Context: an optimization exercise on an open-source flow, tuned for small area and a short achievable clock period. The choices shown serve that exercise and are no tape-out recipe.
Function was checked by simulation only, so behaviour that the tests miss may differ from the original.
Power and IR drop assume default switching activity.

==> module xbee_rx, before the edit <==
module xbee_rx (
    input  wire       clk,
    input  wire       rst,         
    input  wire       wr_valid,
    input  wire [7:0] wr_data,
    input  wire       run,
    input  wire [1:0] mode,        
    input  wire       flush,
    output reg  [5:0] avail,
    output reg        out_valid,
    output reg  [1:0] out_kind,
    output reg  [7:0] out_data
);
    localparam CAP = 32;
    localparam ST_HUNT   = 3'd0;
    localparam ST_LEN_HI = 3'd1;
    localparam ST_LEN_LO = 3'd2;
    localparam ST_PAY    = 3'd3;
    localparam ST_CKS    = 3'd4;
    localparam K_PAYLOAD = 2'd0;
    localparam K_FRAME   = 2'd1;
    localparam K_BADCKS  = 2'd2;
    localparam K_SPECIAL = 2'd3;
    localparam [7:0] DELIM = 8'h7E;
    localparam [7:0] ESC   = 8'h7D;
    localparam [7:0] XON   = 8'h11;
    localparam [7:0] XOFF  = 8'h13;
    reg [7:0] sr [0:CAP-1];    
    reg [1:0] ctl_mode;
    wire mode_change = (mode != ctl_mode);
    wire parseable   = (ctl_mode == 2'd1) || (ctl_mode == 2'd2);
    wire step        = run && parseable && !mode_change && !flush && (avail != 6'd0);
    wire full        = avail[5];
    wire [4:0] ridx = avail[4:0] - 5'd1;
    wire [7:0] b_rd = sr[ridx];
    integer i;
    always @(posedge clk) begin
        if (wr_valid) begin
            sr[0] <= wr_data;
            for (i = 1; i < CAP; i = i + 1)
                sr[i] <= sr[i-1];
        end
    end
    reg       ev_step;      
    reg       ev_hunt;      
    reg       ev_esc;       
    reg [7:0] ev_b;
    always @(posedge clk) begin
        ev_b <= b_rd;
        ev_esc <= ctl_mode[1];
        if (rst) begin
            avail    <= 6'd0;
            ctl_mode <= 2'd0;
            ev_step  <= 1'b0;
            ev_hunt  <= 1'b0;
        end else begin
            ctl_mode <= mode;
            ev_step  <= step;
            ev_hunt  <= mode_change;
            if (flush)
                avail <= {5'd0, wr_valid};
            else if (step)
                avail <= wr_valid ? avail : avail - 6'd1;
            else if (wr_valid && !full)
                avail <= avail + 6'd1;
        end
    end
    reg  [2:0]  state;
    reg         esc;
    reg  [15:0] rem;      
    reg  [7:0]  sum;
    wire [7:0] b = ev_b;
    wire [7:0] v = {b[7:6], b[5] ^ esc, b[4:0]};
    reg  [2:0]  n_state;
    reg         n_esc;
    reg  [15:0] n_rem;
    reg  [7:0]  n_sum;
    reg         n_item;
    reg  [1:0]  n_kind;
    reg  [7:0]  n_data;
    reg         deliver;
    always @(*) begin
        n_state = state;
        n_esc   = esc;
        n_rem   = rem;
        n_sum   = sum;
        n_item  = 1'b0;
        n_kind  = K_PAYLOAD;
        n_data  = v;
        deliver = 1'b0;
        if (state == ST_HUNT) begin
            if (b == DELIM) begin
                n_state = ST_LEN_HI;
                n_esc   = 1'b0;
            end
        end else if (!ev_esc) begin
            deliver = 1'b1;
        end else if (esc) begin
            n_esc   = 1'b0;
            deliver = 1'b1;
        end else if (b == ESC) begin
            n_esc = 1'b1;
        end else if (b == DELIM) begin
            n_item  = 1'b1;
            n_kind  = K_SPECIAL;
            n_state = ST_LEN_HI;
        end else if (b == XON || b == XOFF) begin
            n_item  = 1'b1;
            n_kind  = K_SPECIAL;
            n_state = ST_HUNT;
        end else begin
            deliver = 1'b1;
        end
        if (deliver) begin
            case (state)
                ST_LEN_HI: begin
                    n_rem[15:8] = v;
                    n_state     = ST_LEN_LO;
                end
                ST_LEN_LO: begin
                    n_rem[7:0] = v;
                    n_sum      = 8'h00;
                    n_state    = ({rem[15:8], v} != 16'h0000) ? ST_PAY : ST_CKS;
                end
                ST_PAY: begin
                    n_item = 1'b1;
                    n_kind = K_PAYLOAD;
                    n_sum  = sum + v;
                    n_rem  = rem - 16'd1;
                    if (rem == 16'd1)
                        n_state = ST_CKS;
                end
                default: begin  
                    n_item = 1'b1;
                    if (v == ~sum) begin
                        n_kind = K_FRAME;
                    end else begin
                        n_kind = K_BADCKS;
                        n_data = ~sum;
                    end
                    n_state = ST_HUNT;
                end
            endcase
        end
    end
    always @(posedge clk) begin
        if (rst) begin
            state     <= ST_HUNT;
            esc       <= 1'b0;
            out_valid <= 1'b0;
        end else if (ev_hunt) begin
            state     <= ST_HUNT;
            esc       <= 1'b0;
            out_valid <= 1'b0;
        end else begin
            if (ev_step) begin
                state <= n_state;
                esc   <= n_esc;
            end
            out_valid <= ev_step && n_item;
        end
        if (ev_step) begin
            rem <= n_rem;
            sum <= n_sum;
        end
        out_kind <= n_kind;
        out_data <= n_data;
    end
endmodule
clock: 6.0 ns
lec_check: 0
cap_margin: 20
core_margin: 2
core_utilization: 30
slew_margin: 20
run.sh (not shown) runs the stock make flow with config.mk's settings and CLKGATE_MAP_FILE= SYNTH_SCRIPT=/design/flow/synth_recipe.tcl, a recipe that flattens the netlist after the stock synthesis.
Rerun with:
--- a/flow/design.v
+++ b/flow/design.v
@@ -24,48 +24,83 @@
     localparam [7:0] DELIM = 8'h7E;
     localparam [7:0] ESC   = 8'h7D;
     localparam [7:0] XON   = 8'h11;
     localparam [7:0] XOFF  = 8'h13;
     reg [7:0] sr [0:CAP-1];    
     reg [1:0] ctl_mode;
+    reg       nz;           
+    reg       mpar;         
     wire mode_change = (mode != ctl_mode);
-    wire parseable   = (ctl_mode == 2'd1) || (ctl_mode == 2'd2);
-    wire step        = run && parseable && !mode_change && !flush && (avail != 6'd0);
+    wire step        = run && mpar && !mode_change && !flush && nz;
     wire full        = avail[5];
-    wire [4:0] ridx = avail[4:0] - 5'd1;
-    wire [7:0] b_rd = sr[ridx];
     integer i;
     always @(posedge clk) begin
         if (wr_valid) begin
             sr[0] <= wr_data;
             for (i = 1; i < CAP; i = i + 1)
                 sr[i] <= sr[i-1];
         end
     end
+    wire [7:0] t0 [0:31];
+    wire [7:0] t1 [0:15];
+    wire [7:0] t2 [0:7];
+    wire [7:0] t3 [0:3];
+    wire [7:0] t4 [0:1];
+    genvar g;
+    generate
+        for (g = 0; g < 32; g = g + 1) begin : g_t0
+            assign t0[g] = sr[(g + 31) % 32];
+        end
+        for (g = 0; g < 16; g = g + 1) begin : g_t1
+            assign t1[g] = avail[0] ? t0[2*g+1] : t0[2*g];
+        end
+        for (g = 0; g < 8; g = g + 1) begin : g_t2
+            assign t2[g] = avail[1] ? t1[2*g+1] : t1[2*g];
+        end
+        for (g = 0; g < 4; g = g + 1) begin : g_t3
+            assign t3[g] = avail[2] ? t2[2*g+1] : t2[2*g];
+        end
+        for (g = 0; g < 2; g = g + 1) begin : g_t4
+            assign t4[g] = avail[3] ? t3[2*g+1] : t3[2*g];
+        end
+    endgenerate
+    wire [7:0] b_rd = avail[4] ? t4[1] : t4[0];
     reg       ev_step;      
     reg       ev_hunt;      
     reg       ev_esc;       
     reg [7:0] ev_b;
+    wire [5:0] avail_m1 = avail - 6'd1;
+    wire [5:0] avail_p1 = avail + 6'd1;
     always @(posedge clk) begin
         ev_b <= b_rd;
         ev_esc <= ctl_mode[1];
         if (rst) begin
             avail    <= 6'd0;
+            nz       <= 1'b0;
             ctl_mode <= 2'd0;
+            mpar     <= 1'b0;
             ev_step  <= 1'b0;
             ev_hunt  <= 1'b0;
         end else begin
             ctl_mode <= mode;
+            mpar     <= (mode == 2'd1) || (mode == 2'd2);
             ev_step  <= step;
             ev_hunt  <= mode_change;
-            if (flush)
+            if (flush) begin
                 avail <= {5'd0, wr_valid};
-            else if (step)
-                avail <= wr_valid ? avail : avail - 6'd1;
-            else if (wr_valid && !full)
-                avail <= avail + 6'd1;
+                nz    <= wr_valid;
+            end else if (step) begin
+                if (!wr_valid) begin
+                    avail <= avail_m1;
+                    nz    <= (avail != 6'd1);
+                end
+            end else if (wr_valid) begin
+                if (!full)
+                    avail <= avail_p1;
+                nz <= 1'b1;
+            end
         end
     end
     reg  [2:0]  state;
     reg         esc;
     reg  [15:0] rem;      
     reg  [7:0]  sum;
Total power is higher by 2.1%.
Cell area is lower by 0.50%.
Final cell count is lower by 14%.
Clock-buffer cell count is higher by 16.
Worst hold slack gets worse by 19 ps.
Utilization barely changes.
Sequential share of layout area is higher by 0.62 points.
First-iteration DRC count is lower by 43%.
Via count is lower by 23%.
Fmax is higher by 6.2%.

==> re-timing with driven ports <==
In the flow no input, the clock included, has a driving cell. The finished layouts below were timed again as built, in two steps.
Step 1, drivers: a clkbuf_16 drives clk and a buf_2 each remaining input, both assumed.
Step 2 adds t to the input delays and takes it off the output delays; t is the mean of the earliest and latest rising clock arrival at the registers after step 1. Input paths then give back, and output paths get back, about the clock's delay inside the block.
Three values: ideal ports, drivers, drivers and shift; two values: the first two.
run	shift t [ns]	setup slack, ns	latest minus earliest clock arrival (ns)	slew at the worst register clock pin (ns)
the first run	0.613	2.462 / 2.456 / 1.973	0.031 / 0.031	0.07 / 0.07
the second run	0.546	2.669 / 2.623 / 2.367	0.015 / 0.015	0.06 / 0.06
After both steps every run listed still meets setup and hold. For the first run, which loses most, drivers alone change the setup slack by -0.006 ns; drivers and shift together by -0.489 ns.
